From an optimization exercise on the open Yosys and OpenROAD flow, aimed at small area, a short achievable clock period and few clock cycles per item; shortcuts taken in it are not production practice.
In this exercise RTL edits were held to simulation tests only and were not proved equivalent to the original.
Power figures rest on the tool's default switching activity, not on a simulated workload.

## design.v

```verilog
module fm_decoder (
    input  wire         clk,
    input  wire         rst_n,
    input  wire         cmd_valid,
    output wire         cmd_ready,
    input  wire [31:0]  cmd_data,
    output reg          res_valid,
    input  wire         res_ready,
    output reg  [15:0]  res_head,
    output reg  [103:0] res_payload,
    output wire [31:0]  dstat
);
    localparam MAX_BARS = 132;
    localparam [1:0] C_NOBAR  = 2'd0,
                     C_NOPROG = 2'd1,
                     C_CSERR  = 2'd2,
                     C_PROG   = 2'd3;
    localparam [3:0] R_OK       = 4'd0,
                     R_EMPTY    = 4'd1,
                     R_LEFT     = 4'd2,
                     R_RIGHT    = 4'd3,
                     R_BARCOUNT = 4'd4,
                     R_SHORT    = 4'd5,
                     R_LONG     = 4'd6,
                     R_GAP      = 4'd7,
                     R_SIG      = 4'd8,
                     R_HTYPE    = 4'd9,
                     R_HINDEX   = 4'd10,
                     R_DIRECT   = 4'd11,
                     R_CSUM     = 4'd12;
    localparam [2:0] S_IDLE   = 3'd0,
                     S_GEO    = 3'd1,
                     S_MEDIAN = 3'd2,
                     S_CLASS  = 3'd3,
                     S_CSUM   = 3'd4,
                     S_DONE   = 3'd5,
                     S_RESP   = 3'd6;
    reg  [7:0]  last_csum;
    reg  [15:0] row_index;
    reg         aborted;
    reg         err;
    reg         line_open;
    reg  [13:0] left_b, right_b, x;
    reg         seen_fg, prev_fg;
    reg  [13:0] first_x, last_x;
    reg  [7:0]  n_black;           
    reg  [13:0] cur_black;         
    reg  [13:0] cur_white, gap_min, gap_max;
    reg  [13:0] bw [0:MAX_BARS-1];
    assign dstat = {5'd0, line_open, err, aborted, last_csum, row_index};
    reg [2:0] state;
    assign cmd_ready = (state == S_IDLE);
    wire        cmd_fire = cmd_valid && cmd_ready;
    wire [3:0]  op       = cmd_data[31:28];
    wire is_scan_start = (cmd_data == 32'h8000_0000);
    wire is_line_begin = (op == 4'h9);
    wire is_pix        = (cmd_data[31:1] == 31'h5000_0000);
    wire is_line_end   = (cmd_data == 32'hB000_0000);
    wire is_run        = (cmd_data[31:15] == 17'h1_8000);
    wire [13:0] lb_left  = cmd_data[13:0];
    wire [13:0] lb_right = cmd_data[27:14];
    wire        run_fg    = is_pix ? cmd_data[0] : cmd_data[14];
    wire [13:0] run_count = is_pix ? 14'd1 : cmd_data[13:0];
    wire [14:0] run_end   = {1'b0, x} + {1'b0, run_count};
    wire lb_ok  = !aborted && !line_open && (lb_left < lb_right);
    wire run_ok = line_open && (run_end <= {1'b0, right_b});
    wire le_ok  = line_open && (x == right_b);
    reg  [7:0]   med_i;            
    reg  [13:0]  t_lo, t_up;       
    reg          pass2;            
    reg  [127:0] row_bytes;            
    reg  [4:0]   k_bytes;          
    reg  [4:0]   cs_j;             
    reg  [7:0]   sum_chain, sum_zero;
    reg  [1:0]   r1_class;
    reg  [3:0]   r1_reason;
    reg  [1:0]   p_class;
    reg  [3:0]   p_reason;
    wire [13:0] ref_w = (state == S_MEDIAN) ? bw[med_i] : (pass2 ? t_up : t_lo);
    reg  [MAX_BARS-1:0] cmp_lt, cmp_gt;
    integer ci;
    always @* begin
        for (ci = 0; ci < MAX_BARS; ci = ci + 1) begin
            cmp_lt[ci] = (ci < n_black) && (bw[ci] < ref_w);
            cmp_gt[ci] = (ci < n_black) && (bw[ci] > ref_w);
        end
    end
    reg [7:0] cnt_lt, cnt_gt;
    integer pi;
    always @* begin
        cnt_lt = 8'd0;
        cnt_gt = 8'd0;
        for (pi = 0; pi < MAX_BARS; pi = pi + 1) begin
            cnt_lt = cnt_lt + {7'd0, cmp_lt[pi]};
            cnt_gt = cnt_gt + {7'd0, cmp_gt[pi]};
        end
    end
    wire [7:0] cnt_le = n_black - cnt_gt;
    wire [7:0] m_lo   = {1'b0, n_black[7:1]} - 8'd1;
    wire [7:0] m_up   = {1'b0, n_black[7:1]};
    wire [MAX_BARS-1:0] cls = cmp_gt;
    wire [7:0]  n_m1 = n_black - 8'd1;
    wire [7:0]  n_m2 = n_black - 8'd2;
    wire sig_ok = !cls[0] && !cls[1] && cls[n_m2] && !cls[n_m1];
    reg [127:0] pk_bytes;
    integer bi;
    always @* begin
        for (bi = 0; bi < 128; bi = bi + 1)
            pk_bytes[127-bi] = cls[2+bi];
    end
    wire [17:0] first_x10 = first_x * 4'd10;
    wire [17:0] left_13   = left_b  * 4'd13;
    wire [17:0] last_x10  = last_x  * 4'd10;
    wire [17:0] right_7   = right_b * 3'd7;
    wire [15:0] gap_min3  = gap_min * 2'd3;
    wire [7:0] cs_byte = row_bytes[127 - 8*cs_j -: 8];
    wire [8:0] chain_t = sum_chain + cs_byte;
    wire [8:0] zero_t  = sum_zero + cs_byte;
    wire [7:0] chain_n = (chain_t > 9'd255) ? chain_t[7:0] + 8'd1 : chain_t[7:0];
    wire [7:0] zero_n  = (zero_t  > 9'd255) ? zero_t[7:0]  + 8'd1 : zero_t[7:0];
    wire [4:0] payload_len = k_bytes - 5'd3;
    reg          geo_fail;
    wire         take_p     = !geo_fail && (!pass2 || p_class == C_PROG);
    wire [1:0]   out_class  = take_p ? p_class  : r1_class;
    wire [3:0]   out_reason = take_p ? p_reason : r1_reason;
    wire [3:0]   out_len    = (out_class == C_PROG) ? payload_len[3:0] : 4'd0;
    reg  [103:0] out_payload;
    integer oi;
    always @* begin
        for (oi = 0; oi < 13; oi = oi + 1)
            out_payload[8*oi +: 8] = (oi < out_len) ? row_bytes[103-8*oi -: 8] : 8'd0;
    end
    wire pix_fire = cmd_fire && (is_pix || is_run) && run_ok &&
                    (run_count != 14'd0) && run_fg;
    reg         bw_we;
    reg  [7:0]  bw_idx;
    reg  [13:0] bw_wd;
    always @* begin
        bw_we  = 1'b0;
        bw_idx = 8'd0;
        bw_wd  = run_count;
        if (pix_fire) begin
            if (!seen_fg) begin
                bw_we  = 1'b1;
                bw_idx = 8'd0;
            end else if (prev_fg) begin
                bw_we  = (n_black <= 8'd132);
                bw_idx = n_black - 8'd1;
                bw_wd  = cur_black + run_count;
            end else begin
                bw_we  = (n_black <= 8'd131);
                bw_idx = n_black;
            end
        end
    end
    integer wi;
    always @(posedge clk) begin
        for (wi = 0; wi < MAX_BARS; wi = wi + 1)
            if (bw_we && bw_idx == wi[7:0])
                bw[wi] <= bw_wd;
    end
    always @(posedge clk or negedge rst_n) begin
        if (!rst_n) begin
            state      <= S_IDLE;
            last_csum  <= 8'd0;
            row_index  <= 16'd0;
            aborted    <= 1'b0;
            err        <= 1'b0;
            line_open  <= 1'b0;
            seen_fg    <= 1'b0;
            prev_fg    <= 1'b0;
            n_black    <= 8'd0;
            res_valid  <= 1'b0;
            res_head   <= 16'd0;
            res_payload <= 104'd0;
            left_b     <= 14'd0;
            right_b    <= 14'd0;
            x          <= 14'd0;
            first_x    <= 14'd0;
            last_x     <= 14'd0;
            cur_black  <= 14'd0;
            cur_white  <= 14'd0;
            gap_min    <= 14'd0;
            gap_max    <= 14'd0;
            med_i      <= 8'd0;
            t_lo       <= 14'd0;
            t_up       <= 14'd0;
            pass2      <= 1'b0;
            row_bytes      <= 128'd0;
            k_bytes    <= 5'd0;
            cs_j       <= 5'd0;
            sum_chain  <= 8'd0;
            sum_zero   <= 8'd0;
            r1_class   <= 2'd0;
            r1_reason  <= 4'd0;
            p_class    <= 2'd0;
            p_reason   <= 4'd0;
            geo_fail   <= 1'b0;
        end else begin
            case (state)
            S_IDLE: if (cmd_fire) begin
                if (cmd_data[31] == 1'b0) begin
                end else if (is_scan_start) begin
                    last_csum <= 8'd0;
                    row_index <= 16'd0;
                    aborted   <= 1'b0;
                    err       <= 1'b0;
                    line_open <= 1'b0;
                    seen_fg   <= 1'b0;
                    prev_fg   <= 1'b0;
                    n_black   <= 8'd0;
                end else if (is_line_begin) begin
                    if (lb_ok) begin
                        left_b    <= lb_left;
                        right_b   <= lb_right;
                        x         <= lb_left;
                        seen_fg   <= 1'b0;
                        prev_fg   <= 1'b0;
                        n_black   <= 8'd0;
                        cur_white <= 14'd0;
                        gap_min   <= 14'h3FFF;
                        gap_max   <= 14'd0;
                        line_open <= 1'b1;
                    end else
                        err <= 1'b1;
                end else if (is_pix || is_run) begin
                    if (!run_ok)
                        err <= 1'b1;
                    else if (run_count != 14'd0) begin
                        if (run_fg) begin
                            if (!seen_fg) begin
                                seen_fg   <= 1'b1;
                                first_x   <= x;
                                n_black   <= 8'd1;
                                cur_black <= run_count;
                            end else if (prev_fg) begin
                                cur_black <= cur_black + run_count;
                            end else begin
                                if (cur_white < gap_min) gap_min <= cur_white;
                                if (cur_white > gap_max) gap_max <= cur_white;
                                cur_white <= 14'd0;
                                cur_black <= run_count;
                                if (n_black != 8'd133)
                                    n_black <= n_black + 8'd1;
                            end
                            last_x <= run_end[13:0] - 14'd1;
                        end else begin
                            if (seen_fg)
                                cur_white <= cur_white + run_count;
                        end
                        prev_fg <= run_fg;
                        x       <= run_end[13:0];
                    end
                end else if (is_line_end) begin
                    if (le_ok) begin
                        line_open <= 1'b0;
                        state     <= S_GEO;
                    end else
                        err <= 1'b1;
                end else
                    err <= 1'b1;     
            end
            S_GEO: begin
                pass2    <= 1'b0;
                med_i    <= 8'd0;
                geo_fail <= 1'b1;
                if (!seen_fg) begin
                    r1_class <= C_NOBAR; r1_reason <= R_EMPTY; state <= S_DONE;
                end else if (first_x10 > left_13) begin
                    r1_class <= C_NOBAR; r1_reason <= R_LEFT; state <= S_DONE;
                end else if (last_x10 < right_7) begin
                    r1_class <= C_NOBAR; r1_reason <= R_RIGHT; state <= S_DONE;
                end else if (n_black > 8'd132) begin
                    r1_class <= C_NOBAR; r1_reason <= R_LONG; state <= S_DONE;
                end else if (n_black < 8'd12 || n_black[2:0] != 3'd4) begin
                    r1_class <= C_NOBAR; r1_reason <= R_BARCOUNT; state <= S_DONE;
                end else if (n_black < 8'd36) begin
                    r1_class <= C_NOBAR; r1_reason <= R_SHORT; state <= S_DONE;
                end else if ({2'b0, gap_max} > gap_min3) begin
                    r1_class <= C_NOBAR; r1_reason <= R_GAP; state <= S_DONE;
                end else begin
                    geo_fail <= 1'b0;
                    state    <= S_MEDIAN;
                end
            end
            S_MEDIAN: begin
                if (cnt_lt <= m_lo && m_lo < cnt_le) t_lo <= bw[med_i];
                if (cnt_lt <= m_up && m_up < cnt_le) t_up <= bw[med_i];
                if (med_i == n_black - 8'd1)
                    state <= S_CLASS;
                med_i <= med_i + 8'd1;
            end
            S_CLASS: begin
                row_bytes     <= pk_bytes;
                k_bytes   <= n_black[7:3];           
                cs_j      <= 5'd1;
                sum_chain <= last_csum;
                sum_zero  <= 8'd0;
                if (!sig_ok) begin
                    p_class <= C_NOBAR; p_reason <= R_SIG; state <= S_DONE;
                end else if (pk_bytes[119:116] != 4'd1) begin
                    p_class <= C_NOPROG; p_reason <= R_HTYPE; state <= S_DONE;
                end else if (pk_bytes[115:112] != row_index[3:0]) begin
                    p_class <= C_NOPROG; p_reason <= R_HINDEX; state <= S_DONE;
                end else
                    state <= S_CSUM;
            end
            S_CSUM: begin
                sum_chain <= chain_n;
                sum_zero  <= zero_n;
                cs_j      <= cs_j + 5'd1;
                if (cs_j == k_bytes - 5'd1) begin
                    state <= S_DONE;
                    if (chain_n == row_bytes[127:120]) begin
                        p_class <= C_PROG; p_reason <= R_OK;
                    end else if (payload_len < 5'd10 && zero_n == row_bytes[127:120]) begin
                        p_class <= C_NOPROG; p_reason <= R_DIRECT;
                    end else begin
                        p_class <= C_CSERR; p_reason <= R_CSUM;
                    end
                end
            end
            S_DONE: begin
                if (!pass2 && p_class == C_CSERR && !geo_fail) begin
                    r1_class  <= p_class;
                    r1_reason <= p_reason;
                    pass2     <= 1'b1;
                    state     <= S_CLASS;
                end else begin
                    res_valid   <= 1'b1;
                    res_head    <= {5'd0, out_len, pass2, out_reason, out_class};
                    res_payload <= out_payload;
                    if (out_class == C_PROG) begin
                        last_csum <= row_bytes[127:120];
                        row_index <= row_index + 16'd1;
                    end
                    if (out_class == C_CSERR)
                        aborted <= 1'b1;
                    state <= S_RESP;
                end
            end
            S_RESP: begin
                if (res_ready) begin
                    res_valid <= 1'b0;
                    state     <= S_IDLE;
                end
            end
            default: state <= S_IDLE;
            endcase
        end
    end
endmodule
```

## run.sh

```bash
#!/bin/bash
# synth_recipe.tcl (not shown) runs the flow's synth.tcl, then flattens the netlist and writes it again
# the make line also repeats each setting of config.mk as NAME=value (left out here)
make -C /OpenROAD-flow-scripts/flow DESIGN_CONFIG=/design/flow/config.mk WORK_HOME=/design/flow/orfs CLKGATE_MAP_FILE= SYNTH_SCRIPT=/design/flow/synth_recipe.tcl finish
```

## config.mk

```make
export PLATFORM = sky130hd
export DESIGN_NAME = fm_decoder
export DESIGN_NICKNAME = fm_decoder
export VERILOG_FILES = /design/flow/design.v
export SDC_FILE = /design/flow/constraint.sdc
export NUM_CORES = 4
export LEC_CHECK = 0
export CAP_MARGIN = 30
export CORE_MARGIN = 2
export CORE_UTILIZATION = 25
export PLACE_DENSITY = 0.45
export SLEW_MARGIN = 30
```

## constraint.sdc

```tcl
create_clock -name core_clock -period 22.0 [get_ports {clk}]
set_input_delay 4.4000 -clock core_clock [delete_from_list [all_inputs] [get_ports {clk}]]
set_output_delay 4.4000 -clock core_clock [all_outputs]
set_load 0.01 [all_outputs]
```

==> results by group <==
Setup path
  – Worst-path fanout max: 29
  – Crit end category: flip-flop
  – Startpoint types: flip-flop
  – Crit Path Category: reg2reg
  – CP Data Arrival Time: 20.09 ns
  – Critical path required time: 22.89 ns
  – Most used cell, CP: fa_1
  – Slowest cell delay on critical path: 0.97 ns
  – Slowest-stage cell, CP: nor4_1

Synth
  – Netlist Area Pre-Place: between 0.15 and 0.2 mm²
  – Post-synth top area share: roughly 37%
  – Mean area per synthesized cell: about 11 µm²
  – Yosys reg bits: roughly 2.3k
  – Synth cell types: 101
  – Post-synth top flop: edfxtp_1
  – Seq/Total Area, Yosys: 44.6%
  – Post-Synthesis Cells: around 13k
  – Yosys warnings: 2
  – Async set or reset register ratio after synthesis: approximately a fifth
  – Dominant cell type by area after synthesis: edfxtp_1
  – Synth top area cells: edfxtp_1, ha_1, dfrtp_1, fa_1, a21oi_1
  – Post-synth EDFFs: 1848

Clocking
  – CTS resizes: 0
  – Num CTS Buffers: 329
  – Post-CTS Hold Fix Bufs: 0
  – Worst-path clk slew: 0.06 ns
  – Max Root-Sink Buffers: 4
  – Skew-Pair Late Insertion Delay: 1.08 ns
  – Postcts setup bufs: 0
  – H-tree depth: 5
  – TritonCTS clock tree: built
  – CTS root buf: clkbuf_16
  – Clock sinks: 2334

Placement
  – Detail Placement HPWL: 1280000 µm
  – Gpl congestion: 1.17
  – Placed instance area: 0.174 mm²
  – Number of port buffers: 179

Global route
  – Number of global-route vias before repair: 129k
  – Initial antenna violation count: 494
  – Total grt overflow: 0
  – Total track usage: 49.3%
  – First-pass GRT wire length: 1850000 µm
  – Largest net degree at the start of global routing: 153

Timing
  – Fin. Hold Viols: 0
  – Slew Limit Headroom: 12.3%
  – Final worst path period share: 87.3%
  – Clock skew: 0.0782 ns
  – Tmin final: ~19 ns
  – Final slew viol count: 0
  – Total negative setup slack: 0 ns
  – Tightest Pin Transition: 1.32 ns
  – Setup-failing EPs final: 0
  – Fmax: 52.1 MHz
  – RSZ-0062 raised after global routing: false

Route
  – DR vias/cell: 6.37
  – Post-Route WL: about 1600000 µm
  – Drc violations: 0
  – Via count: 148k
  – Avg WL per Cell: 67.3 µm
  – DR pass1 iterations: 8
  – Antenna Nets Post-Route: 0
  – 1st-iter DRT viols: 25.2k

Finish
  – Share of cells above drive strength 1: 15.5%
  – Fin area: between 0.15 and 0.2 mm²
  – # nets final: 17.2k
  – Area Growth Syn to Fin: 22.7%
  – Filler cells: 61.7k

Die
  – Die Span Y: 783 µm
  – Core area: 0.606 mm²
  – Chip width: a little under 800 µm
  – Ports: 190
  – Initial cell density of the core: 25.1%
  – DIE AREA: around 0.61 mm²
  – Num rows: 286

Power
  – Leak: 75.1 nW
  – Power density over cell area: 57.8 mW/mm²
  – Worst vdd ir: 68.0 µV

Job
  – Max Cap Violations: 0

Status
  – Run status: finished clean

Min path
  – Hold crit path type: reg2reg
## critical path, delay by kind of cell, from the launching register on
family | cells | cell delay, ns
DFF | 1 | 0.52
adders and majority gates | 14 | 6.71
AOI/OAI and AO/OA | 10 | 2.60
and+or+nand+nor | 13 | 5.39
xor gates and xnor gates | 1 | 0.33
buffers and inverters | 11 | 2.68
muxes | 1 | 0.36
## cells in the mapped netlist (31+ instances only)
| cell | count |
|---|---|
| dfrtp_1 | 486 |
| nand2b_1 | 84 |
| mux2_2 | 83 |
| a21boi_0 | 43 |
| a2111oi_0 | 35 |
| a22oi_1 | 477 |
| xnor2_1 | 136 |
| nor2_1 | 732 |
| and3_1 | 65 |
| nor4_1 | 108 |
| a31oi_1 | 43 |
| a21o_1 | 273 |
| inv_1 | 827 |
| edfxtp_1 | 1848 |
| clkbuf_1 | 316 |
| nand2_1 | 880 |
| nor3_1 | 163 |
| a22o_1 | 340 |
| nor2b_1 | 136 |
| o31ai_1 | 50 |
| nand4_1 | 405 |
| a21oi_1 | 814 |
| ha_1 | 2327 |
| o21a_1 | 69 |
| a221oi_1 | 270 |
| nand3_1 | 437 |
| fa_1 | 276 |
| and4_1 | 63 |
| or3_1 | 42 |
| a211oi_1 | 118 |
| xor2_1 | 78 |
| o21ai_0 | 549 |
| o21bai_1 | 68 |
| a211o_1 | 50 |
| a221o_1 | 31 |
| o211ai_1 | 72 |
| mux2i_1 | 77 |
| mux4_2 | 47 |
## logic make-up after synthesis
family          count (synthesis)  synth area share, %
xor+xnor                      215                 1.25
compound gates               3498                 15.8
simple gates                 3273                 10.6
other cells                     1              0.00247
buf+inv                      1213                 3.07
flops                        2334                 44.6
fa+ha+maj                    2603                 22.8
mux                           212                 1.87
## where the power goes
part	switching, mW	internal [mW]
combinational	0.206	0.0306
clock	2.53	3.23
sequential	0	4.77
## layout make-up
cell class	count	area [µm²]	area share, %
antenna	294	736	0.395
clock buffer	402	8790	4.72
clock inverter	197	2210	1.19
inverter	831	3120	1.68
multi-input combinational	9811	82500	44.3
sequential	2334	67700	36.3
tap	8064	10100	5.42
timing repair buffer	1234	11100	5.97
## state kept, by name, indices dropped and copies added, names as in the netlist, 16 cells and up
register	cells
bw	1848
row_bytes	128
row_index	16
res_payload	104
## layout by cell type (no fill, tap or decap), types with 60 or more instances in the layout
cell / count
nand3_1: 429
and4_1: 63
nand2_1: 866
buf_4: 931
a211oi_1: 111
nor2_1: 483
nand4_1: 405
inv_1: 827
mux2_2: 82
o21bai_1: 68
diode_2: 294
nor2b_1: 132
o21a_1: 65
a21oi_1: 788
and3_1: 64
a221oi_1: 214
ha_1: 2326
clkinv_1: 61
nor2_2: 200
fa_1: 275
clkdlybuf4s50_1: 178
a22o_1: 338
xnor2_1: 130
mux2i_1: 77
edfxtp_1: 1848
a22oi_1: 455
nor4_1: 84
nor3_1: 143
a21o_1: 273
o21ai_0: 493
clkinv_2: 60
o211ai_1: 72
dfrtp_1: 482
xor2_1: 77
clkbuf_16: 339
nand2b_1: 80
## metal layers
layer	track usage [%]	share of wire, %	wire length [µm]
met1	56.7	37	579000
met2	67.5	40	618000
met3	20.6	12	180000
met4	48.2	12	182000
met5	0.282	0.070	1100
## stage by stage
step | power [mW] | hold WS (ns) | util (%) | setup WS [ns] | std cells
floorplan | 4.92 | 0.445 | - | 2.31 | 13358
global placement | 5.09 | 0.459 | 28.4 | 3.09 | 22139
detailed placement | 5.09 | 0.467 | 28.7 | 3.75 | 22239
CTS | 10.8 | 0.479 | 30.5 | 3.70 | 22838
global route | 10.9 | 0.497 | 30.6 | 2.88 | 22902
finish | 10.8 | 0.477 | 30.7 | 2.80 | 23167
## path summary, 6_finish.rpt
kind	cells after the start	startpoint	slack [ns]	end
max	50	med_i[4]	2.80	t_up[3]
min	2	row_bytes[118]	0.48	row_bytes[118]
max reg2reg	50	med_i[4]	2.80	t_up[3]
min reg2reg	2	row_bytes[118]	0.48	row_bytes[118]
max in group asynchronous	4	rst_n	15.98	row_bytes[69]
min in group asynchronous	1	rst_n	3.21	last_x[4]
Testbench counts, summed over its fixed seeds: cycles 277,689, lines 888.

afterwards: timing with drivers on the ports:
No port has a modelled driver above. Below, the same layout with a new extraction and two added sets of constraints. Step 1 (the two cells are an assumption about what drives the block):
set clk [get_ports {clk}]
set_driving_cell -lib_cell sky130_fd_sc_hd__clkbuf_16 $clk
set_driving_cell -lib_cell sky130_fd_sc_hd__buf_2 [delete_from_list [all_inputs] $clk]
Step 2 times the ports against the registers' clock, not the clock port: input delays grow and output delays shrink by t, the midpoint of the rising clock arrivals with the driver on. a / b / c = ideal / step 1 / step 2; a / b = the first two.
shift t [ns]: 1.200
setup WS [ns]: 2.803 / 2.803 / 2.803
worst register clock-pin slew, ns: 0.07 / 0.07
cell pins on the clock port's net: 1
After both steps setup and hold are still met in this run. For this run, drivers alone change the setup slack by 0.000 ns; drivers and shift together by 0.000 ns.
